From an optimization exercise on the open Yosys and OpenROAD flow, aimed at small area, a short achievable clock period and few clock cycles per item; shortcuts taken in it are not production practice.
At most, simulation tests tie the RTL to the original design; equivalence was not proved.
Only the layout flow was run in run 4; the RTL was not checked for function there.
Power and IR drop assume default switching activity.

`config.mk`:
```
export PLATFORM = sky130hd
export DESIGN_NAME = ppsb_engine
export DESIGN_NICKNAME = ppsb_engine
export VERILOG_FILES = /design/flow/design.v
export SDC_FILE = /design/flow/constraint.sdc
export NUM_CORES = 4
export LEC_CHECK = 0
export CAP_MARGIN = 20
export CORE_MARGIN = 2
export CORE_UTILIZATION = 30
export SETUP_SLACK_MARGIN = 2.5
export SLEW_MARGIN = 20
```
`constraint.sdc`:
```
create_clock -name core_clock -period 6.0 [get_ports {clk}]
set_input_delay 1.2000 -clock core_clock [delete_from_list [all_inputs] [get_ports {clk}]]
set_output_delay 1.2000 -clock core_clock [all_outputs]
set_load 0.01 [all_outputs]
```
`design.v`:
```
module ppsb_nstep #(parameter K = 4) (
    input  wire [4:0]   p_in,
    input  wire [K-1:0] bits,
    input  wire [5:0]   s,
    output reg  [4:0]   p_out,
    output reg  [K-1:0] q
);
    integer i, j, d;
    reg [5:0] x, g, pr, gg, pp, gn, pn, bw;
    reg ge;
    always @(*) begin
        p_out = p_in;
        for (i = K - 1; i >= 0; i = i - 1) begin
            x  = {p_out, bits[i]};
            g  = ~x & s;           
            pr = ~(x ^ s);         
            gg = g;
            pp = pr;
            for (d = 1; d < 6; d = d * 2) begin
                gn = gg;
                pn = pp;
                for (j = d; j < 6; j = j + 1) begin
                    gn[j] = gg[j] | (pp[j] & gg[j-d]);
                    pn[j] = pp[j] & pp[j-d];
                end
                gg = gn;
                pp = pn;
            end
            bw = {gg[4:0], 1'b0};
            ge = ~gg[5];
            q[i] = ge;
            for (j = 0; j < 5; j = j + 1)
                p_out[j] = x[j] ^ (ge & (s[j] ^ bw[j]));
        end
    end
endmodule
module ppsb_lzc (
    input  wire [31:0] x,
    output wire [5:0]  n
);
    wire [1:0] l0 [0:15];
    wire [2:0] l1 [0:7];
    wire [3:0] l2 [0:3];
    wire [4:0] l3 [0:1];
    genvar i;
    generate
        for (i = 0; i < 16; i = i + 1) begin : g0
            wire h = x[2*i+1], l = x[2*i];
            assign l0[i] = h ? 2'd0 : (l ? 2'd1 : 2'd2);
        end
        for (i = 0; i < 8; i = i + 1) begin : g1
            wire [1:0] h = l0[2*i+1], l = l0[2*i];
            assign l1[i] = h[1] ? {l[1], ~l[1], l[0]} : {1'b0, h};
        end
        for (i = 0; i < 4; i = i + 1) begin : g2
            wire [2:0] h = l1[2*i+1], l = l1[2*i];
            assign l2[i] = h[2] ? {l[2], ~l[2], l[1:0]} : {1'b0, h};
        end
        for (i = 0; i < 2; i = i + 1) begin : g3
            wire [3:0] h = l2[2*i+1], l = l2[2*i];
            assign l3[i] = h[3] ? {l[3], ~l[3], l[2:0]} : {1'b0, h};
        end
    endgenerate
    wire [4:0] h3 = l3[1], lo3 = l3[0];
    assign n = h3[4] ? {lo3[4], ~lo3[4], lo3[3:0]} : {1'b0, h3};
endmodule
module ppsb_engine (
    input  wire        clk,
    input  wire        rst,           
    input  wire        start,         
    input  wire [7:0]  op,            
    input  wire [31:0] opa,
    input  wire [31:0] opb,
    input  wire [31:0] clk_pwm,       
    input  wire [1:0]  pwm_corr,      
    input  wire        pwm_odd,       
    output reg         busy,
    output reg         done,          
    output reg  [1:0]  err_code,      
    output reg  [31:0] res0,
    output reg  [31:0] res1,
    output reg  [1:0]  psc,           
    output reg  [4:0]  scalar,        
    output reg  [10:0] bound,         
    output reg  [10:0] duty,
    output wire [31:0] ratio,
    output wire [31:0] resid,
    output reg         fallback
);
    localparam [3:0] S_IDLE  = 4'd0,
                     S_SETUP = 4'd1,
                     S_DIV   = 4'd2,
                     S_MUL   = 4'd3,
                     S_CORR  = 4'd4,
                     S_BOOST = 4'd5,
                     S_SCAN  = 4'd6,
                     S_DMUL  = 4'd7,
                     S_DDIV  = 4'd8,
                     S_FIX   = 4'd9,
                     S_ALIGN = 4'd10;
    reg [3:0]  st;
    reg        c_pwm, c_pwmd;
    reg [1:0]  c_corr;
    reg        c_odd;
    reg [6:0]  c_pct;
    reg [32:0] wn;       
    reg [31:0] wd;       
    reg [31:0] wq;       
    reg [4:0]  cnt;
    reg [4:0]  k_r;      
    reg        nltd_r, dz_r;
    reg [5:0]  s_iss;
    reg        dfirst;
    reg        mlast;    
    reg [25:0] ratio_r;  
    reg [4:0]  best;     
    assign ratio = {6'd0, ratio_r};
    assign resid = {{27{fallback}}, best | {5{fallback}}};
    wire i_nop  = (op == 8'h00);
    wire i_div  = (op[7:3] == 5'd0) && (op[2:0] != 3'd0) && (op[2:0] <= 3'd4);
    wire i_mul  = (op[7:1] == 7'b0000100);
    wire i_pwm  = (op[7:1] == 7'b0001000);
    reg  [31:0] i_dmask;
    always @(*) begin
        case (op[1:0])
            2'd1:    i_dmask = 32'h0000_00FF;
            2'd2:    i_dmask = 32'h0000_FFFF;
            2'd3:    i_dmask = 32'h00FF_FFFF;
            default: i_dmask = 32'hFFFF_FFFF;
        endcase
    end
    wire [31:0] i_mmask = op[0] ? 32'h0000_FFFF : 32'h0000_00FF;
    wire [31:0] i_tdef  = (clk_pwm[31:4] == 28'd0) ? 32'd1 : {4'd0, clk_pwm[31:4]};
    wire [31:0] i_teff  = (opa == 32'd0) ? i_tdef : opa;
    wire        neg      = wn[32];
    reg         m_div, m_mul, m_inc, m_fix;    
    reg         m_scan, m_ddiv, m_dmul;
    wire        b_en     = m_div | (m_mul & wq[0]) | (m_dmul & c_pct[0]) | (m_fix & neg);
    wire        b_inv    = m_div & ~neg;
    wire [32:0] add_b    = ({1'b0, wd} & {33{b_en}}) ^ {33{b_inv}};
    wire        add_cin  = b_inv | m_inc;
    wire [34:0] sum2     = {1'b0, wn, 1'b1} + {1'b0, add_b, add_cin};
    wire [32:0] sum      = sum2[33:1];
    wire        qbit     = ~sum[32];
    wire [31:0] qfin     = {wq[30:0], qbit};
    wire        div_last = (cnt == 5'd0);
    reg  [31:0] corrq;
    always @(*) begin
        case (c_corr)
            2'd0:    corrq = qfin;
            2'd1:    corrq = {qfin[30:0], 1'b0};
            default: corrq = {1'b0, qfin[31:1]};
        endcase
    end
    wire [5:0] lzn, lzd;
    ppsb_lzc u_lzn (.x(wn[31:0]), .n(lzn));
    ppsb_lzc u_lzd (.x(wd), .n(lzd));
    wire [6:0]  kdiff = {1'b0, lzd} - {1'b0, lzn};
    wire        nltd  = kdiff[6];             
    wire        dzero = lzd[5];
    wire [31:0] wd_al = wd << k_r;
    reg  [1:0]  bst;
    reg  [25:0] rb;
    always @(*) begin
        if (wn[31:0] <= 32'd65504)                 begin bst = 2'd0; rb = wn[25:0]; end
        else if (wn[31:2] <= 30'd65504)      begin bst = 2'd1; rb = {2'd0, wn[25:2]}; end
        else if (wn[31:4] <= 28'd65504)      begin bst = 2'd2; rb = {4'd0, wn[25:4]}; end
        else                                 begin bst = 2'd3; rb = wn[31:6]; end
    end
    wire rb_none = (wn[31:22] != 10'd0) || (wn[31:0] == 32'd0);
    wire [15:0] dsrc   = wq[17:2];
    wire        iss_v  = (m_ddiv & dfirst) | (m_scan & (s_iss <= 6'd32));
    wire [5:0]  iss_s  = s_iss;
    reg         v1, v2, v3, v4, v5;
    reg  [5:0]  s1, s2, s3, s4, s5;
    reg  [4:0]  p1, p2, p3, p4, p5;
    reg  [1:0]  q1;
    reg  [3:0]  q2;
    reg  [5:0]  q3;
    reg  [7:0]  q4;
    reg  [9:0]  q5;
    wire [4:0] pa, pb, pc, pd, pe, pf;
    wire [1:0] qa, qb, qc, qd, qe;
    wire       qf;
    ppsb_nstep #(.K(2)) u_sa (.p_in(dsrc[15:11]), .bits(dsrc[10:9]), .s(iss_s), .p_out(pa), .q(qa));
    ppsb_nstep #(.K(2)) u_sb (.p_in(p1), .bits(dsrc[8:7]), .s(s1), .p_out(pb), .q(qb));
    ppsb_nstep #(.K(2)) u_sc (.p_in(p2), .bits(dsrc[6:5]), .s(s2), .p_out(pc), .q(qc));
    ppsb_nstep #(.K(2)) u_sd (.p_in(p3), .bits(dsrc[4:3]), .s(s3), .p_out(pd), .q(qd));
    ppsb_nstep #(.K(2)) u_se (.p_in(p4), .bits(dsrc[2:1]), .s(s4), .p_out(pe), .q(qe));
    ppsb_nstep #(.K(1)) u_sf (.p_in(p5), .bits(dsrc[0]),   .s(s5), .p_out(pf), .q(qf));
    wire [10:0] qo     = {q5, qf};
    wire        c_ok   = v5 && (qo != 11'd0) && (!c_odd || qf);
    wire        c_acc  = c_ok && (fallback || (pf < best));
    wire        c_zero = c_ok && (pf == 5'd0);
    wire        c_end  = c_zero || (v5 && (s5 == 6'd32));
    wire [10:0] duty_c = (qo > bound) ? bound : qo;
    always @(posedge clk) begin
        s1 <= iss_s;  p1 <= pa;  q1 <= qa;
        s2 <= s1;     p2 <= pb;  q2 <= {q1, qb};
        s3 <= s2;     p3 <= pc;  q3 <= {q2, qc};
        s4 <= s3;     p4 <= pd;  q4 <= {q3, qd};
        s5 <= s4;     p5 <= pe;  q5 <= {q4, qe};
        case (st)
            S_IDLE: begin
                c_pwm  <= i_pwm;
                c_pwmd <= op[0];
                c_corr <= pwm_corr;
                c_odd  <= pwm_odd;
                c_pct  <= (opb[7:0] > 8'd100) ? 7'd100 : opb[6:0];
                wn <= {1'b0, i_pwm ? clk_pwm : (i_mul ? 32'd0 : (opa & i_dmask))};
                wd <= i_pwm ? i_teff : (i_mul ? (opa & i_mmask) : (opb & i_dmask));
                wq <= opb & i_mmask;
                mlast <= ((opb[15:1] & i_mmask[15:1]) == 15'd0);
            end
            S_SETUP: begin
                k_r    <= kdiff[4:0];
                nltd_r <= nltd;
                dz_r   <= dzero;
            end
            S_ALIGN: begin
                wq  <= 32'd0;
                cnt <= k_r;
                wd  <= wd_al;
                if (nltd_r)
                    wn <= 33'd0;    
            end
            S_DIV: begin
                wn  <= (div_last && c_pwm) ? {1'b0, corrq} : sum;
                wq  <= qfin;
                if (!div_last)
                    wd <= {1'b0, wd[31:1]};
                cnt <= cnt - 5'd1;
            end
            S_MUL: begin
                wn    <= sum;
                wd    <= {wd[30:0], 1'b0};
                wq    <= {1'b0, wq[31:1]};
                mlast <= (wq[15:2] == 14'd0);
            end
            S_DMUL: begin
                wn     <= sum;
                wd     <= {wd[30:0], 1'b0};
                c_pct  <= {1'b0, c_pct[6:1]};
                dfirst <= 1'b1;
                s_iss  <= 6'd25;
                if (c_pct[6:1] == 6'd0)
                    wq <= sum[31:0];
            end
            S_CORR: begin
                wn <= sum;
            end
            S_BOOST: begin
                wq    <= {14'd0, rb[15:0], 2'b00};
                wn    <= 33'd50;
                wd    <= 32'd2047;
                s_iss <= {1'b0, rb[15:11]} + 6'd1;
            end
            S_SCAN: begin
                s_iss <= s_iss + 6'd1;
                if (c_acc)
                    wd[10:0] <= qo;
            end
            S_DDIV: begin
                dfirst <= 1'b0;
            end
            default: ;
        endcase
    end
    task automatic go(input [3:0] nx);
        begin
            st    <= nx;
            m_div <= (nx == S_DIV);
            m_mul <= (nx == S_MUL);
            m_dmul <= (nx == S_DMUL);
            m_inc <= (nx == S_CORR);
            m_fix <= (nx == S_FIX);
            m_scan <= (nx == S_SCAN);
            m_ddiv <= (nx == S_DDIV);
        end
    endtask
    task automatic finish(input [1:0] code);
        begin
            go(S_IDLE);
            done     <= 1'b1;
            busy     <= 1'b0;
            err_code <= code;
        end
    endtask
    always @(posedge clk) begin
        if (rst) begin
            go(S_IDLE);
            busy     <= 1'b0;
            done     <= 1'b0;
            err_code <= 2'd0;
            res0     <= 32'd0;
            res1     <= 32'd0;
            psc      <= 2'd0;
            scalar   <= 5'd0;
            bound    <= 11'd0;
            duty     <= 11'd0;
            ratio_r  <= 26'd0;
            best     <= 5'd0;
            fallback <= 1'b0;
            v1 <= 1'b0; v2 <= 1'b0; v3 <= 1'b0; v4 <= 1'b0; v5 <= 1'b0;
        end else begin
            done <= 1'b0;
            v1 <= iss_v;
            v2 <= v1;
            v3 <= v2;
            v4 <= v3;
            v5 <= v4;
            case (st)
                S_IDLE: begin
                    if (start) begin
                        if (i_nop) begin
                            done     <= 1'b1;
                            err_code <= 2'd0;
                        end else if (!(i_div || i_mul || i_pwm)) begin
                            done     <= 1'b1;
                            err_code <= 2'd1;
                        end else begin
                            busy <= 1'b1;
                            go(i_mul ? S_MUL : S_SETUP);
                        end
                    end
                end
                S_SETUP: begin
                    go(S_ALIGN);
                end
                S_ALIGN: begin
                    if (!c_pwm && dz_r) begin
                        finish(2'd2);
                    end else if (nltd_r) begin
                        if (c_pwm) begin
                            go((c_corr == 2'd3) ? S_CORR : S_BOOST);
                        end else begin
                            res0 <= 32'd0;
                            res1 <= wn[31:0];
                            finish(2'd0);
                        end
                    end else begin
                        go(S_DIV);
                    end
                end
                S_DIV: begin
                    if (div_last) begin
                        if (c_pwm) begin
                            go((c_corr == 2'd3) ? S_CORR : S_BOOST);
                        end else begin
                            go(S_FIX);
                        end
                    end
                end
                S_FIX: begin
                    res0 <= wq;
                    res1 <= sum[31:0];
                    finish(2'd0);
                end
                S_MUL: begin
                    if (mlast) begin
                        res0 <= sum[31:0];
                        res1 <= 32'd0;
                        finish(2'd0);
                    end
                end
                S_DMUL: begin
                    if (c_pct[6:1] == 6'd0)
                        go(S_DDIV);
                end
                S_CORR: begin
                    go(S_BOOST);
                end
                S_BOOST: begin
                    ratio_r  <= rb;
                    psc      <= bst;
                    scalar   <= 5'd31;
                    bound    <= 11'd2046;
                    fallback <= 1'b1;
                    if (rb_none) begin
                        if (c_pwmd)
                            go(S_DMUL);
                        else
                            finish(2'd0);
                    end else begin
                        go(S_SCAN);
                    end
                end
                S_SCAN: begin
                    if (c_acc) begin
                        best     <= pf;
                        scalar   <= s5[4:0] - 5'd1;
                        bound    <= qo - 11'd1;
                        fallback <= 1'b0;
                    end
                    if (c_end) begin
                        v1 <= 1'b0; v2 <= 1'b0; v3 <= 1'b0; v4 <= 1'b0; v5 <= 1'b0;
                        if (c_pwmd)
                            go(S_DMUL);
                        else
                            finish(2'd0);
                    end
                end
                S_DDIV: begin
                    if (v5) begin
                        duty <= duty_c;
                        finish(2'd0);
                    end
                end
                default: go(S_IDLE);
            endcase
        end
    end
endmodule
```
`run.sh`:
```
#!/bin/bash
# synth_recipe.tcl (not shown) runs the flow's synth.tcl, then flattens the netlist and writes it again
# the make line also repeats each setting of config.mk as NAME=value (left out here)
make -C /OpenROAD-flow-scripts/flow DESIGN_CONFIG=/design/flow/config.mk WORK_HOME=/design/flow/orfs CLKGATE_MAP_FILE= SYNTH_SCRIPT=/design/flow/synth_recipe.tcl finish
```
==> run summary, run 1 <==
final slew viol count: 0
largest net degree at the start of global routing: 84
final setup violation count: 0
DR WL/cell: 26.3 um
cells along the critical path: a22oi_2 > buf_6 > nand2_8 > buf_6 > buf_12 > nand2_1 > xor2_1 > ha_2 > a21o_1 > a211o_1 > o22ai_1 > o21ai_1 > a31oi_4 > o41ai_4 > xor2_2 > buf_4 > a221oi_2 > o22ai_1
Via Count: 27046
# diodes: 0
minimum clock period: 4.10 ns
CTS Sinks: 359
CTS Hold Buffers Added: 0
Setup Crit Path Kind: reg -> reg
Total Wirelength: 118000 um
Non-Filler Instances: 4492
CTS tree: built
Lkg Pwr: 13.8 nW
post-route ant nets: 0
CTS buffer count: 44
Die Y: 292 um
clk slew on worst S/H paths: 0.06 ns
cell with the most instances after synthesis: nand2_1
vias in the first global route: 24570
via/cell ratio: 6.02
Final Wtd Congestion: 1.01
WP buf/inv: 4
Placed Cells incl. Taps: 4109
# DRC: 0
post-DP HPWL: 80200 um
count of warnings emitted by yosys: 4
initial drt markers: 3338
asr flop ratio synth: 0%
RSZ-0062 raised after global routing: true
Slew @ Worst Pin: 1.06 ns
CP max stage cell: o41ai_4
Mapped Area: 24900 sq um
initial antenna violation count: 3
Hold Vio Cnt, Final: 0
startpoint types: register
Initial Utilization: 30.3%
root buf cell: clkbuf_16
Tcrit/Tclk final: 68.4%
number of synthesized flops with an enable pin: 129
Hold Crit Class: reg -> reg
CP delay by family, top: compound AO/OA/AOI/OAI gates
worst skew pair latency: 0.61 ns
cells after synthesis: 2980
Final Net Count: 3614
Pwr Total: 8.51 mW
Horiz. Die Dim: 292 um
PortBufs: 265
first-pass iteration count of the detailed router: 7
outcome: complete, no violations
total gr overflow: 0
Area Overhead vs Synth: 42.0%
GRT Total Usage: 25.8%
Max Freq: 244 MHz
H-tree Lvls: 2
peak supply drop: 0.191 mV
Commonest cells post-synth: nand2_1 (321), nor2_1 (284), a21oi_1 (260)
Hold WS: 0.323 ns
layout cell share with drive strength beyond 1: 25.8%
crit end category: register
Worst path max stage delay: 0.46 ns
Synth area leaders: dfxtp_1 (19%), edfxtp_1 (16%), ha_1 (5.8%), a21oi_1 (5.2%), nand2_1 (4.8%)
Max-cap violations: 0
Most used DFF post-synth: dfxtp_1
Layout fillers: 7881
num ports: 272
register area share after synthesis: 34.1%
Die Area: 85200 sq um
setup_tns: 0 ns
Slew HR: 29.5%
Max Buffers Root-to-Sink: 3
PD cells: 241 nW/um^2
critical path data arrival time: 4.43 ns
Req. time, crit path: 6.33 ns
share of the synthesized area in the top cell type: 18.5%
worst-path maximum fanout: 14
Worst Skew: 0.0275 ns
post-synthesis register bit count: 359
first-pass GRT wire length: 166000 um
Finished Core Util: 43.0%
synth unique cells: 89
CORE AREA: 82100 sq um
mean post-synth cell area: 8.35 sq um
Yosys top cell by area: dfxtp_1
std cell rows: 105
[per-layer routing]
metal / GRT usage [%] / wire (um) / up-vias
li1: - / - / 11787
met5: 0 / 41 / -
met2: 39.1 / 50900 / 1844
met3: 6.86 / 14100 / 439
met4: 13.2 / 7760 / 6
met1: 33.7 / 45600 / 12970
[kinds of logic after synthesis]
logic type                 share of synthesized area, %
DFF                                                34.1
xor gates and xnor gates                           6.11
other                                            0.0151
AOI/OAI and AO/OA                                  24.7
adders and majority gates                          6.00
muxes                                              5.70
and+or+nand+nor                                    17.3
buffers and inverters                              6.05
[timing repair]
item / 4_1_cts / 5_1_grt
pin swaps: 150 / 178
resized for setup: 321 / 295
setup buffers: 167 / 122
endpoints found under the setup margin: 256 / 209
cloned: 10 / 2
endpoints found under the hold margin: 0 / 0
[registers in the layout, indices dropped and copies added, names as in the netlist, 7 cells and up]
signal / cells
wd: 32
duty: 11
bound: 11
wn: 33
res1: 32
q4: 8
c_pct: 7
q5: 10
res0: 32
ratio_r: 26
wq: 32
[layout make-up]
class	instances	area [sq um]	share of cell area [%]
flip-flops and latches	359	8530	24.1
clock buffers	64	1390	3.95
repair inverters	1	8.76	0.0248
repair buffers	600	5570	15.8
inverters	106	415	1.18
multi-input cells	2274	17800	50.5
clock inverters	18	225	0.638
well taps	1070	1340	3.79
[stage by stage]
stage	setup WS, ns	cell area (sq um)
finish	1.90	35300
global route	1.78	35300
CTS	2.12	32900
detailed placement	1.28	28400
global placement	1.30	28400
floorplan	2.22	25100
[cells in the final DEF (no fill, tap or decap), types with 16 or more instances in the layout]
| master | count |
|---|---|
| o21ai_0 | 116 |
| mux4_2 | 16 |
| a21o_1 | 73 |
| xor2_1 | 84 |
| buf_4 | 256 |
| nand2_1 | 269 |
| mux2i_1 | 90 |
| inv_1 | 93 |
| a21oi_1 | 225 |
| dfxtp_1 | 210 |
| clkbuf_16 | 50 |
| nand3_1 | 39 |
| ha_4 | 17 |
| o22ai_1 | 26 |
| nor2_1 | 250 |
| o21ai_2 | 17 |
| nand4_1 | 24 |
| nand2b_1 | 18 |
| xnor2_1 | 46 |
| a21oi_4 | 16 |
| clkdlybuf4s50_1 | 264 |
| nor4_1 | 27 |
| o211ai_1 | 19 |
| a22oi_1 | 46 |
| a21oi_2 | 25 |
| nor2_4 | 16 |
| ha_1 | 93 |
| buf_6 | 66 |
| nor2b_1 | 30 |
| nand2_2 | 38 |
| a211oi_1 | 33 |
| edfxtp_1 | 129 |
| nor2_2 | 20 |
| a221oi_2 | 35 |
| a222oi_1 | 30 |
| a211oi_2 | 21 |
| a221oi_1 | 37 |
| o21ai_1 | 18 |
| nor3_1 | 67 |
[path summary, 6_finish.rpt]
check	startpoint	endpoint	slack, ns	cells past startpoint
setup / recovery	wq[0]	wn[1]	1.90	18
hold / removal	q2[2]	q3[4]	0.32	0
setup reg to reg	wq[0]	wn[1]	1.90	18
hold reg to reg	q2[2]	q3[4]	0.32	0
[where the power goes]
group,switching [mW],internal (mW),leakage [nW]
Sequential,0.374,2.73,3.32
Clock,1.18,1.76,0.793
Combinational,1.40,1.06,9.70
Testbench counts, summed over its fixed seeds: cycles 19,104, items 960.
==> inputs of run 2 (changes only) <==
--- a/config.mk
+++ b/config.mk
@@ -10,3 +10,3 @@
 export CORE_UTILIZATION = 30
-export SETUP_SLACK_MARGIN = 2.5
+export SETUP_SLACK_MARGIN = 1.4
 export SLEW_MARGIN = 20
==> run summary, run 2 <==
reg2reg path depth: 16
cell with the most instances after synthesis: nand2_1
worst r2r dst: wq[0]
H-tree Lvls: 2
Lkg Pwr: 11.6 nW
Most used DFF post-synth: dfxtp_1
Req. time, crit path: 6.32 ns
Die Area: 85200 sq um
cells after synthesis: 2980
final setup violation count: 0
number of synthesized flops with an enable pin: 129
CTS Hold Buffers Added: 0
setup_tns: 0 ns
share of the synthesized area in the top cell type: 18.5%
Synth area leaders: dfxtp_1 (19%), edfxtp_1 (16%), ha_1 (5.8%), a21oi_1 (5.2%), nand2_1 (4.8%)
Max Freq: 228 MHz
DP Worst Slack: 1.17 ns
Die Y: 292 um
most common cell after layout, fill and taps aside: nand2_1
most frequent cells in the layout: nand2_1 (321), nor2_1 (278), clkdlybuf4s50_1 (264)
Hold WS: 0.326 ns
Initial Utilization: 30.3%
critical path data arrival time: 4.69 ns
post-route ant nets: 0
Via Count: 24865
Mapped Area: 24900 sq um
Hold Vio Cnt, Final: 0
post-synthesis register bit count: 359
Setup Crit Path Kind: reg -> reg
final slew viol count: 0
crit end category: register
Total Wirelength: 107000 um
Max Buffers Root-to-Sink: 3
Biggest register: wn
Area Overhead vs Synth: 20.3%
outcome: complete, no violations
startpoint types: register
Max-cap violations: 0
flop2flop setup slack: 1.62 ns
worst skew pair latency: 0.61 ns
Hold Crit Class: reg -> reg
largest net degree at the start of global routing: 72
std cell rows: 105
Largest register FFs: 33
Commonest cells post-synth: nand2_1 (321), nor2_1 (284), a21oi_1 (260)
GRT Total Usage: 24.1%
Finished Core Util: 36.4%
CORE AREA: 82100 sq um
PortBufs: 265
Worst Skew: 0.0470 ns
Layout fillers: 8433
CTS tree: built
CTS buffer count: 44
PnR worst setup slack: 1.62 ns
Horiz. Die Dim: 292 um
via/cell ratio: 5.92
Final Net Count: 3321
initial drt markers: 4061
Tcrit/Tclk final: 72.9%
CTS Sinks: 359
# DRC: 0
layout cell share with drive strength beyond 1: 6.97%
PD cells: 259 nW/um^2
mean post-synth cell area: 8.35 sq um
post-DP HPWL: 80700 um
worst-path maximum fanout: 32
Placed Instance Area: 28200 sq um
num ports: 272
minimum clock period: 4.38 ns
count of warnings emitted by yosys: 4
RSZ-0062 raised after global routing: false
peak supply drop: 0.193 mV
register area share after synthesis: 34.1%
synth unique cells: 89
initial antenna violation count: 1
asr flop ratio synth: 0%
root buf cell: clkbuf_16
# diodes: 0
Final Wtd Congestion: 0.987
Slew HR: 23.5%
Slew @ Worst Pin: 1.15 ns
Yosys top cell by area: dfxtp_1
DR WL/cell: 25.5 um
first-pass GRT wire length: 155000 um
Hold Path Origin: q4[3]
vias in the first global route: 22946
Hold EP: q5[5]
first-pass iteration count of the detailed router: 10
Hold Crit Depth: 0
clk slew on worst S/H paths: 0.06 ns
total gr overflow: 0
FF-to-FF Start: wq[0]
Layout Cell Area excl Fill: 29900 sq um
run 2: what timing repair did:
action	4_1_cts	5_1_grt
pin swaps	0	2
buffers inserted	0	7
gates resized for setup	3	21
endpoints found under the setup margin	11	66
run 2: worst max-delay path by stage:
stage                start     end  slack (ns)  cells after the start
floorplan           wq[13]   p1[1]        1.88                     19
global placement    wn[32]   wn[0]        1.20                     13
detailed placement  wn[32]   wn[0]        1.17                     13
CTS                 wq[13]   p1[1]        1.40                     18
global route         wq[0]  wn[30]        1.41                     15
finish               wq[0]   wq[0]        1.62                     16
run 2: through the flow:
step,power [mW],instances
after floorplan,4.21,2985
after global placement,4.90,4109
after detailed placement,4.90,4109
after CTS,7.72,4189
after global routing,8.04,4197
final,7.74,4197
run 2: layer usage:
layer | GRT usage [%] | up-vias | share of wire (%) | wire length (um)
met4 | 10.9 | 2 | 5.2 | 5560
met1 | 32.9 | 11799 | 41 | 44300
met5 | 0 | - | 0.012 | 13
met2 | 36.3 | 1563 | 43 | 45500
li1 | - | 11182 | - | -
met3 | 5.08 | 319 | 11 | 11500
run 2: where the power goes:
| part | total (mW) | internal [mW] | switching, mW | leakage, nW |
|---|---|---|---|---|
| Sequential | 3.14 | 2.74 | 0.396 | 3.31 |
| Clock | 2.80 | 1.69 | 1.12 | 0.746 |
| Combinational | 1.80 | 0.721 | 1.08 | 7.52 |
| Total | 7.74 | 5.15 | 2.59 | 11.6 |
run 2: logic make-up (layout without fill, tap and decap cells):
kind of cell	Yosys count	after routing	share of synthesized area, %
xor+xnor	172	172	6.11
other cells	1	6	0.0151
mux	120	120	5.70
fa+ha+maj	118	118	6.00
simple gates	934	934	17.3
buf+inv	362	504	6.05
compound gates	914	914	24.7
flops	359	359	34.1
run 2: layout make-up:
| cell class | instances | area [sq um] | share of cell area, % |
|---|---|---|---|
| Clock buffer | 64 | 1310 | 4.37 |
| Clock inverter | 16 | 198 | 0.661 |
| Inverter | 106 | 398 | 1.33 |
| Multi-Input combinational cell | 2264 | 15100 | 50.6 |
| Sequential cell | 359 | 8480 | 28.3 |
| Tap cell | 1070 | 1340 | 4.47 |
| Timing Repair Buffer | 318 | 3070 | 10.3 |
run 2: worst max-delay path, cell delays in order, from the launching register on:
cell	delay, ns
edfxtp_1	0.51
a22oi_1	0.18
nand2_1	0.08
buf_4	0.29
nand2_1	0.14
xor2_1	0.18
ha_2	0.45
nand4_1	0.20
a2111oi_1	0.40
o31ai_1	0.21
o2111ai_1	0.21
a31oi_4	0.19
o41ai_4	0.31
buf_4	0.21
xor2_2	0.10
a222oi_1	0.32
a21oi_1	0.11
==> inputs of run 3 (changes only) <==
--- a/config.mk
+++ b/config.mk
@@ -10,3 +10,3 @@
 export CORE_UTILIZATION = 30
-export SETUP_SLACK_MARGIN = 1.4
+export SETUP_SLACK_MARGIN = 1.0
 export SLEW_MARGIN = 20
==> run summary, run 3 <==
outcome: complete, no violations
startpoint types: register
DR WL/cell: 25.5 um
Hold EP: q5[5]
total gr overflow: 0
Via Count: 24872
final setup violation count: 0
Commonest cells post-synth: nand2_1 (321), nor2_1 (284), a21oi_1 (260)
share of the synthesized area in the top cell type: 18.5%
Register Area: 8480 sq um
GRT Total Usage: 24.1%
Slew @ Worst Pin: 1.13 ns
Largest register FFs: 33
most frequent cells in the layout: nand2_1 (321), nor2_1 (279), clkdlybuf4s50_1 (264)
setup bufs post-CTS: 0
first-pass GRT wire length: 155000 um
post-DP HPWL: 80700 um
Tcrit/Tclk final: 77.1%
final slew viol count: 0
Hold Vio Cnt, Final: 0
most common cell after layout, fill and taps aside: nand2_1
Most used DFF post-synth: dfxtp_1
Req. time, crit path: 6.49 ns
vias in the first global route: 22921
std cell rows: 105
initial drt markers: 3963
CTS Hold Buffers Added: 0
# DRC: 0
Hold Crit Class: reg -> reg
largest net degree at the start of global routing: 72
multi-input logic area: 15000 sq um
Setup Crit Path Kind: reg -> reg
CTS tree: built
Mapped Area: 24900 sq um
Hold Crit Depth: 0
mean post-synth cell area: 8.35 sq um
synth unique cells: 89
post-synthesis mux area share: 5.70%
Max Freq: 216 MHz
Die Y: 292 um
Die Area: 85200 sq um
peak supply drop: 0.191 mV
Post-Synth XOR/XNOR Area: 6.11%
Initial Utilization: 30.3%
num ports: 272
Max-cap violations: 0
initial antenna violation count: 1
Lkg Pwr: 11.5 nW
RSZ-0062 raised after global routing: false
largest family of logic cells by synthesized area: compound AO/OA/AOI/OAI gates
worst-path maximum fanout: 8
Synth area leaders: dfxtp_1 (19%), edfxtp_1 (16%), ha_1 (5.8%), a21oi_1 (5.2%), nand2_1 (4.8%)
asr flop ratio synth: 0%
PostCTS Resize Cnt: 0
flop2flop setup slack: 1.38 ns
H-tree Lvls: 2
count of warnings emitted by yosys: 4
reg2reg path depth: 18
Yosys top cell by area: dfxtp_1
simple-gate share of the synthesized area: 17.3%
Horiz. Die Dim: 292 um
Area Overhead vs Synth: 19.7%
post-synthesis register bit count: 359
root buf cell: clkbuf_16
number of synthesized flops with an enable pin: 129
CORE AREA: 82100 sq um
Non-Filler Instances: 4191
Hold Path Origin: q4[3]
Worst Setup SP: wq[13]
Slew HR: 24.5%
CTS Sinks: 359
cells after synthesis: 2980
Synth Area in Adders: 6.00%
Final Net Count: 3314
layout cell share with drive strength beyond 1: 6.31%
first-pass iteration count of the detailed router: 7
cell with the most instances after synthesis: nand2_1
post-route ant nets: 0
Worst Skew: 0.0453 ns
setup_tns: 0 ns
crit end category: register
Layout fillers: 8453
Synth Area in Compound Gates: 24.7%
Placed Cells incl. Taps: 4109
worst r2r dst: p1[1]
Total Wirelength: 107000 um
PD cells: 259 nW/um^2
FF-to-FF Start: wq[13]
PortBufs: 265
clk slew on worst S/H paths: 0.06 ns
CTS buffer count: 44
minimum clock period: 4.62 ns
Biggest register: wn
via/cell ratio: 5.93
critical path data arrival time: 5.12 ns
worst skew pair latency: 0.60 ns
register area share after synthesis: 34.1%
Final Wtd Congestion: 0.987
Max Buffers Root-to-Sink: 3
[run 3: cell types whose count changed in the layout (fill, tap and decap cells not counted), moves of 2 or more]
cell / before / now
a2111oi_0: 6 / 8
a21oi_1: 255 / 258
a21oi_2: 5 / 3
buf_4: 53 / 46
ha_1: 113 / 116
ha_2: 3 / 0
[run 3: through the flow]
| stage | instance area (sq um) | power [mW] | util (%) | setup WS (ns) | hold slack [ns] |
|---|---|---|---|---|---|
| final | 29800 | 7.72 | 36.3 | 1.38 | 0.326 |
| after global placement | 28200 | 4.90 | 34.4 | 1.20 | 0.313 |
| after detailed placement | 28200 | 4.90 | 34.4 | 1.17 | 0.312 |
| after CTS | 29700 | 7.72 | 36.2 | 1.15 | 0.325 |
| after floorplan | 24900 | 4.21 | - | 1.88 | 0.310 |
| after global routing | 29800 | 8.02 | 36.3 | 1.11 | 0.330 |
[run 3: critical path: stages, from the launching register on]
cell       delay [ns]
edfxtp_1         0.58
inv_1            0.13
ha_1             0.31
a21o_1           0.19
a21o_1           0.21
a21o_1           0.20
a21o_1           0.20
a21oi_2          0.33
nand2_1          0.11
xor2_1           0.16
ha_1             0.29
a31o_2           0.26
a21o_1           0.20
a21o_1           0.20
a21o_1           0.20
a2111oi_0        0.48
mux2i_1          0.15
o211ai_1         0.21
xor2_1           0.15
[run 3: how the worst max path moves through the flow]
stage,depth (start not counted),to
3_3_place_gp,13,wn[0]
6_report,18,p1[1]
3_5_place_dp,13,wn[0]
5_1_grt,16,wq[0]
4_1_cts,13,wq[0]
2_1_floorplan,19,p1[1]
[run 3: layer usage]
metal,vias up,routed length (um),GRT usage [%]
li1,11177,-,-
met1,11769,44200,32.9
met2,1621,45500,36.3
met3,303,11600,5.05
met4,2,5450,10.8
met5,-,13,0
[run 3: where the power goes]
group | leakage (nW) | switching, mW | total [mW] | internal, mW
Sequential | 3.31 | 0.401 | 3.14 | 2.74
Clock | 0.746 | 1.11 | 2.80 | 1.69
Combinational | 7.44 | 1.07 | 1.78 | 0.712
Total | 11.5 | 2.58 | 7.72 | 5.14
[run 3: cell type report]
class | instances | share of cell area (%)
Sequential cell | 359 | 28.5
Inverter | 106 | 1.34
Tap cell | 1070 | 4.50
Clock buffer | 64 | 4.40
Clock inverter | 16 | 0.664
Timing Repair Buffer | 311 | 10.1
Antenna cell | 1 | 0.00840
Multi-Input combinational cell | 2264 | 50.5
[run 3: kinds of logic (layout without fill, tap and decap cells)]
group           after synthesis  count (layout)
simple gates                934             934
flops                       359             359
xor+xnor                    172             172
compound gates              914             914
other cells                   1               7
buf+inv                     362             497
mux                         120             120
fa+ha+maj                   118             118
==> inputs of run 4 (changes only) <==
--- a/design.v
+++ b/design.v
@@ -1,36 +1,28 @@
-module ppsb_nstep #(parameter K = 4) (
-    input  wire [4:0]   p_in,
-    input  wire [K-1:0] bits,
-    input  wire [5:0]   s,
-    output reg  [4:0]   p_out,
-    output reg  [K-1:0] q
+module ppsb_r4 (
+    input  wire [4:0] p_in,
+    input  wire [1:0] bits,
+    input  wire [5:0] s,
+    input  wire [6:0] s3,       
+    output wire [4:0] p_out,
+    output wire [1:0] q
 );
-    integer i, j, d;
-    reg [5:0] x, g, pr, gg, pp, gn, pn, bw;
-    reg ge;
-    always @(*) begin
-        p_out = p_in;
-        for (i = K - 1; i >= 0; i = i - 1) begin
-            x  = {p_out, bits[i]};
-            g  = ~x & s;           
-            pr = ~(x ^ s);         
-            gg = g;
-            pp = pr;
-            for (d = 1; d < 6; d = d * 2) begin
-                gn = gg;
-                pn = pp;
-                for (j = d; j < 6; j = j + 1) begin
-                    gn[j] = gg[j] | (pp[j] & gg[j-d]);
-                    pn[j] = pp[j] & pp[j-d];
-                end
-                gg = gn;
-                pp = pn;
-            end
-            bw = {gg[4:0], 1'b0};
-            ge = ~gg[5];
-            q[i] = ge;
-            for (j = 0; j < 5; j = j + 1)
-                p_out[j] = x[j] ^ (ge & (s[j] ^ bw[j]));
-        end
-    end
+    wire [6:0] x  = {p_in, bits};
+    wire [7:0] t1 = {1'b0, x} - {2'b0, s};
+    wire [7:0] t2 = {1'b0, x} - {1'b0, s, 1'b0};
+    wire [7:0] t3 = {1'b0, x} - {1'b0, s3};
+    wire g1 = ~t1[7], g2 = ~t2[7], g3 = ~t3[7];
+    assign q = g3 ? 2'd3 : (g2 ? 2'd2 : {1'b0, g1});
+    assign p_out = g3 ? t3[4:0] : (g2 ? t2[4:0] : (g1 ? t1[4:0] : x[4:0]));
+endmodule
+module ppsb_r2 (
+    input  wire [4:0] p_in,
+    input  wire       bit_in,
+    input  wire [5:0] s,
+    output wire [4:0] p_out,
+    output wire       q
+);
+    wire [5:0] x = {p_in, bit_in};
+    wire [6:0] t = {1'b0, x} - {1'b0, s};
+    assign q = ~t[6];
+    assign p_out = q ? t[4:0] : x[4:0];
 endmodule
@@ -99,3 +91,4 @@
                      S_FIX   = 4'd9,
-                     S_ALIGN = 4'd10;
+                     S_ALIGN = 4'd10,
+                     S_DLD   = 4'd11;
     reg [3:0]  st;
@@ -112,2 +105,3 @@
     reg [5:0]  s_iss;
+    reg [6:0]  s3_iss;   
     reg        dfirst;
@@ -173,31 +167,42 @@
     wire [5:0]  iss_s  = s_iss;
-    reg         v1, v2, v3, v4, v5;
-    reg  [5:0]  s1, s2, s3, s4, s5;
-    reg  [4:0]  p1, p2, p3, p4, p5;
-    reg  [1:0]  q1;
-    reg  [3:0]  q2;
-    reg  [5:0]  q3;
-    reg  [7:0]  q4;
-    reg  [9:0]  q5;
-    wire [4:0] pa, pb, pc, pd, pe, pf;
-    wire [1:0] qa, qb, qc, qd, qe;
-    wire       qf;
-    ppsb_nstep #(.K(2)) u_sa (.p_in(dsrc[15:11]), .bits(dsrc[10:9]), .s(iss_s), .p_out(pa), .q(qa));
-    ppsb_nstep #(.K(2)) u_sb (.p_in(p1), .bits(dsrc[8:7]), .s(s1), .p_out(pb), .q(qb));
-    ppsb_nstep #(.K(2)) u_sc (.p_in(p2), .bits(dsrc[6:5]), .s(s2), .p_out(pc), .q(qc));
-    ppsb_nstep #(.K(2)) u_sd (.p_in(p3), .bits(dsrc[4:3]), .s(s3), .p_out(pd), .q(qd));
-    ppsb_nstep #(.K(2)) u_se (.p_in(p4), .bits(dsrc[2:1]), .s(s4), .p_out(pe), .q(qe));
-    ppsb_nstep #(.K(1)) u_sf (.p_in(p5), .bits(dsrc[0]),   .s(s5), .p_out(pf), .q(qf));
-    wire [10:0] qo     = {q5, qf};
-    wire        c_ok   = v5 && (qo != 11'd0) && (!c_odd || qf);
-    wire        c_acc  = c_ok && (fallback || (pf < best));
-    wire        c_zero = c_ok && (pf == 5'd0);
-    wire        c_end  = c_zero || (v5 && (s5 == 6'd32));
-    wire [10:0] duty_c = (qo > bound) ? bound : qo;
+    wire [6:0]  iss_s3 = s3_iss;
+    reg         v1, v2, v3;
+    reg  [5:0]  s1, s2, s3;
+    reg  [6:0]  t1, t2;         
+    reg  [4:0]  p1, p2, p3;
+    reg  [3:0]  q1;
+    reg  [6:0]  q2;
+    reg  [9:0]  q3;
+    wire [4:0] pa0, pa, pb0, pb, pc0, pc;
+    wire [1:0] qa0, qa1, qb0, qc0;
+    wire       qb1, qc1;
+    ppsb_r4 u_a0 (.p_in(dsrc[15:11]), .bits(dsrc[10:9]), .s(iss_s), .s3(iss_s3), .p_out(pa0), .q(qa0));
+    ppsb_r4 u_a1 (.p_in(pa0), .bits(dsrc[8:7]), .s(iss_s), .s3(iss_s3), .p_out(pa), .q(qa1));
+    ppsb_r4 u_b0 (.p_in(p1), .bits(dsrc[6:5]), .s(s1), .s3(t1), .p_out(pb0), .q(qb0));
+    ppsb_r2 u_b1 (.p_in(pb0), .bit_in(dsrc[4]), .s(s1), .p_out(pb), .q(qb1));
+    ppsb_r4 u_c0 (.p_in(p2), .bits(dsrc[3:2]), .s(s2), .s3(t2), .p_out(pc0), .q(qc0));
+    ppsb_r2 u_c1 (.p_in(pc0), .bit_in(dsrc[1]), .s(s2), .p_out(pc), .q(qc1));
+    wire [5:0]  xc     = {p3, dsrc[0]};
+    wire [6:0]  tc     = {1'b0, xc} - {1'b0, s3};
+    wire        qf     = ~tc[6];
+    wire [4:0]  pf     = qf ? tc[4:0] : xc[4:0];
+    wire [6:0]  bps    = {2'b0, best} + {1'b0, s3};
+    wire        qhi_nz = (q3 != 10'd0);
+    wire        ok1    = v3;
+    wire        ok0    = v3 && qhi_nz && !c_odd;
+    wire        lt1    = fallback || ({1'b0, xc} < bps);
+    wire        lt0    = fallback || (xc[4:0] < best);
+    wire        z1     = (xc == s3);
+    wire        z0     = (xc[4:0] == 5'd0);
+    wire [10:0] qo     = {q3, qf};
+    wire        c_acc  = qf ? (ok1 && lt1) : (ok0 && lt0);
+    wire        c_zero = qf ? (ok1 && z1) : (ok0 && z0);
+    wire        c_end  = c_zero || (v3 && (s3 == 6'd32));
+    wire [10:0] bq_c   = bound + 11'd1;
+    wire        dclamp = (q3 == bq_c[10:1]) && (qf == bq_c[0]);
+    wire [10:0] duty_c = dclamp ? bound : qo;
     always @(posedge clk) begin
-        s1 <= iss_s;  p1 <= pa;  q1 <= qa;
-        s2 <= s1;     p2 <= pb;  q2 <= {q1, qb};
-        s3 <= s2;     p3 <= pc;  q3 <= {q2, qc};
-        s4 <= s3;     p4 <= pd;  q4 <= {q3, qd};
-        s5 <= s4;     p5 <= pe;  q5 <= {q4, qe};
+        s1 <= iss_s;  t1 <= iss_s3;  p1 <= pa;  q1 <= {qa0, qa1};
+        s2 <= s1;     t2 <= t1;      p2 <= pb;  q2 <= {q1, qb0, qb1};
+        s3 <= s2;                    p3 <= pc;  q3 <= {q2, qc0, qc1};
         case (st)
@@ -245,2 +250,3 @@
                 s_iss  <= 6'd25;
+                s3_iss <= 7'd75;
                 if (c_pct[6:1] == 6'd0)
@@ -253,10 +259,13 @@
                 wq    <= {14'd0, rb[15:0], 2'b00};
-                wn    <= 33'd50;
-                wd    <= 32'd2047;
-                s_iss <= {1'b0, rb[15:11]} + 6'd1;
+                wn    <= {26'd0, c_pct} + 33'd50;
+                wd    <= 32'd2046;
+                s_iss  <= {1'b0, rb[15:11]} + 6'd1;
+                s3_iss <= {2'b0, rb[15:11]} + {1'b0, rb[15:11], 1'b0} + 7'd3;
             end
             S_SCAN: begin
-                s_iss <= s_iss + 6'd1;
-                if (c_acc)
-                    wd[10:0] <= qo;
+                s_iss  <= s_iss + 6'd1;
+                s3_iss <= s3_iss + 7'd3;
+            end
+            S_DLD: begin
+                wd <= {21'd0, bound};
             end
@@ -303,3 +312,3 @@
             fallback <= 1'b0;
-            v1 <= 1'b0; v2 <= 1'b0; v3 <= 1'b0; v4 <= 1'b0; v5 <= 1'b0;
+            v1 <= 1'b0; v2 <= 1'b0; v3 <= 1'b0;
         end else begin
@@ -309,4 +318,2 @@
             v3 <= v2;
-            v4 <= v3;
-            v5 <= v4;
             case (st)
@@ -390,3 +397,3 @@
                         best     <= pf;
-                        scalar   <= s5[4:0] - 5'd1;
+                        scalar   <= s3[4:0] - 5'd1;
                         bound    <= qo - 11'd1;
@@ -395,5 +402,5 @@
                     if (c_end) begin
-                        v1 <= 1'b0; v2 <= 1'b0; v3 <= 1'b0; v4 <= 1'b0; v5 <= 1'b0;
+                        v1 <= 1'b0; v2 <= 1'b0; v3 <= 1'b0;
                         if (c_pwmd)
-                            go(S_DMUL);
+                            go(S_DLD);
                         else
@@ -402,4 +409,7 @@
                 end
+                S_DLD: begin
+                    go(S_DMUL);
+                end
                 S_DDIV: begin
-                    if (v5) begin
+                    if (v3) begin
                         duty <= duty_c;
--- a/config.mk
+++ b/config.mk
@@ -10,3 +10,3 @@
 export CORE_UTILIZATION = 30
-export SETUP_SLACK_MARGIN = 1.0
+export SETUP_SLACK_MARGIN = 2.2
 export SLEW_MARGIN = 20
==> run summary, run 4 <==
first-pass GRT wire length: 171000 um
post-route ant nets: 0
Total Wirelength: 121000 um
PD cells: 590 nW/um^2
Slew HR: 27.9%
Synth area leaders: dfxtp_1 (16%), edfxtp_1 (15%), ha_1 (7.8%), a21oi_1 (4.7%), nand2_1 (4.6%)
root buf cell: clkbuf_16
Die Area: 91100 sq um
CP delay by family, top: compound AO/OA/AOI/OAI gates
Worst Skew: 0.0299 ns
Max Buffers Root-to-Sink: 3
outcome: complete, no violations
Finished Core Util: 38.5%
Horiz. Die Dim: 302 um
Synth Area in Adders: 9.20%
GRT Total Usage: 25.1%
worst skew pair latency: 0.60 ns
count of warnings emitted by yosys: 2
largest net degree at the start of global routing: 76
Most used DFF post-synth: dfxtp_1
PortBufs: 265
cell with the most instances after synthesis: nand2_1
Placed Instance Area: 30000 sq um
initial antenna violation count: 3
Largest register FFs: 33
Commonest cells post-synth: nand2_1 (325), nor2_1 (305), a21oi_1 (251)
Final Net Count: 3712
CP max stage cell: edfxtp_1
share of the synthesized area in the top cell type: 15.9%
final setup violation count: 0
simple-gate share of the synthesized area: 16.6%
register area share after synthesis: 31.2%
multi-input logic area: 17700 sq um
final slew viol count: 0
Mapped Area: 26600 sq um
clk slew on worst S/H paths: 0.06 ns
Yosys top cell by area: dfxtp_1
H-tree Lvls: 2
CTS Hold Buffers Added: 0
PnR worst setup slack: 2.09 ns
Tcrit/Tclk final: 65.2%
Slew @ Worst Pin: 1.08 ns
Lkg Pwr: 13.1 nW
critical path data arrival time: 4.41 ns
# DRC: 0
initial drt markers: 3582
post-synthesis mux area share: 7.14%
mean post-synth cell area: 8.41 sq um
DR WL/cell: 26.2 um
Die Y: 302 um
asr flop ratio synth: 0%
Pwr Total: 20.0 mW
num ports: 272
Max Freq: 256 MHz
peak supply drop: 0.353 mV
Via Count: 27306
post-synthesis register bit count: 347
Synth Area in Compound Gates: 24.3%
Register Area: 8320 sq um
CTS buffer count: 45
largest family of logic cells by synthesized area: compound AO/OA/AOI/OAI gates
most frequent cells in the layout: nand2_1 (319), nor2_1 (291), clkdlybuf4s50_1 (264)
Layout Cell Area excl Fill: 33900 sq um
Setup Crit Path Kind: reg -> reg
synth unique cells: 100
worst-path maximum fanout: 5
crit end category: register
cells along the critical path: inv_2 > ha_4 > inv_4 > fa_2 > a21o_1 > a21oi_2 > o21ai_4 > nand2b_4 > mux2i_1 > a21o_2 > buf_12 > ha_4 > o21ai_2 > nand2b_1 > a21o_1 > a21o_1 > a21o_4 > o21ai_4 > mux2_4 > mux2i_1
Post-Synth XOR/XNOR Area: 4.74%
CTS tree: built
Worst path max stage delay: 0.49 ns
Max-cap violations: 0
Final Wtd Congestion: 1.00
layout cell share with drive strength beyond 1: 16.2%
std cell rows: 109
vias in the first global route: 25153
Layout fillers: 8920
cells after synthesis: 3167
CP dominant cell by count: a21o_1
minimum clock period: 3.91 ns
CORE AREA: 88100 sq um
Hold Crit Class: reg -> reg
first-pass iteration count of the detailed router: 12
startpoint types: register
number of synthesized flops with an enable pin: 136
WP buf/inv: 3
Biggest register: wn
most common cell after layout, fill and taps aside: nand2_1
Area Overhead vs Synth: 27.5%
Initial Utilization: 30.2%
CTS Sinks: 347
post-DP HPWL: 86700 um
via/cell ratio: 5.92
setup_tns: 0 ns
Hold Vio Cnt, Final: 0
DP Worst Slack: 1.43 ns
RSZ-0062 raised after global routing: true
Req. time, crit path: 6.49 ns
total gr overflow: 0
## run 4: what timing repair did
item,in CTS,in global routing
cloned,1,1
setup buffers,99,63
setup endpoints to repair,161,154
pin swaps,34,70
gates resized for setup,87,151
## run 4: cell type report
| class | instances | share of cell area, % |
|---|---|---|
| multi-input cells | 2403 | 52.2 |
| clock buffers | 60 | 3.70 |
| flip-flops and latches | 347 | 24.5 |
| repair buffers | 472 | 12.8 |
| well taps | 1165 | 4.29 |
| clock inverters | 20 | 0.874 |
| inverters | 148 | 1.67 |
| diodes | 1 | 0.00737 |
## run 4: path summary, 6_finish.rpt
| kind | from | endpoint | slack, ns | depth (start not counted) |
|---|---|---|---|---|
| worst min register to register | q2[3] | q3[6] | 0.32 | 0 |
| worst min-delay path | q2[3] | q3[6] | 0.32 | 0 |
| worst max register to register | wq[12] | p1[0] | 2.09 | 20 |
| worst max-delay path | wq[12] | p1[0] | 2.09 | 20 |
## run 4: layer usage
| layer | up-vias | global-route usage [%] | wire, um |
|---|---|---|---|
| li1 | 12133 | - | - |
| met1 | 13164 | 32.1 | 46600 |
| met2 | 1647 | 40.0 | 54900 |
| met3 | 360 | 5.52 | 12600 |
| met4 | 2 | 12.4 | 6990 |
| met5 | - | 0 | 13 |
## run 4: per-stage QoR
stage          hold slack (ns)  cells
6_report                 0.324   4616
5_1_grt                  0.333   4615
4_1_cts                  0.325   4551
3_5_place_dp             0.312   4371
3_3_place_gp             0.313   4371
2_1_floorplan            0.310   3172
## run 4: kinds of logic (layout without fill, tap and decap cells)
logic type	count (synthesis)	count (layout)
and+or+nand+nor	959	960
AOI/OAI and AO/OA	949	950
buffers and inverters	424	700
DFF	347	347
adders and majority gates	185	185
muxes	158	158
xor gates and xnor gates	144	144
other	1	7
## run 4: worst reg2reg max path: stages, from the launching register on
cell      delay [ns]
edfxtp_1        0.49
inv_2           0.14
ha_4            0.16
inv_4           0.04
fa_2            0.33
a21o_1          0.17
a21oi_2         0.18
o21ai_4         0.08
nand2b_4        0.16
mux2i_1         0.13
a21o_2          0.23
buf_12          0.14
ha_4            0.21
o21ai_2         0.05
nand2b_1        0.08
a21o_1          0.19
a21o_1          0.18
a21o_4          0.24
o21ai_4         0.15
mux2_4          0.31
mux2i_1         0.14
## run 4: report_power, final
part           internal, mW  switching [mW]  leakage, nW
Combinational          5.33            6.92         9.24
Sequential             3.47            1.39         3.11
Clock                  1.78            1.14        0.750
Total                  10.6            9.46         13.1

==> afterwards: timing with drivers on the ports <==
No port has a modelled driver above. Below, the same layouts with a new extraction and two added sets of constraints. Step 1: set_driving_cell puts a clkbuf_16 on clk and a buf_2 on each other input, an assumption about the parent block. Step 2, shift: input delay + t, output delay - t, t = (earliest + latest rising clock arrival at the registers) / 2. This alone moves slack from input paths to output paths. Three values: ideal, step 1, step 2; two values: the first two.
run | shift t [ns] | setup slack, ns | worst hold slack (ns) | worst setup path after step 2 | clock arrival spread, ns
run 1 | 0.667 | 1.895 / 1.895 / 1.858 | 0.323 / 0.323 / 0.323 | input to register | 0.028 / 0.029
run 2 | 0.651 | 1.623 / 1.623 / 1.433 | 0.326 / 0.326 / 0.326 | input to register | 0.049 / 0.049
run 3 | 0.649 | 1.375 / 1.375 / 1.375 | 0.326 / 0.326 / 0.326 | register to register | 0.046 / 0.045
run 4 | 0.645 | 2.087 / 2.087 / 1.680 | 0.324 / 0.324 / 0.324 | input to register | 0.034 / 0.033
After both steps every run listed still meets setup and hold. The setup slack of run 4, which loses most, moves by 0.000 ns with the drivers and by -0.407 ns with both steps.
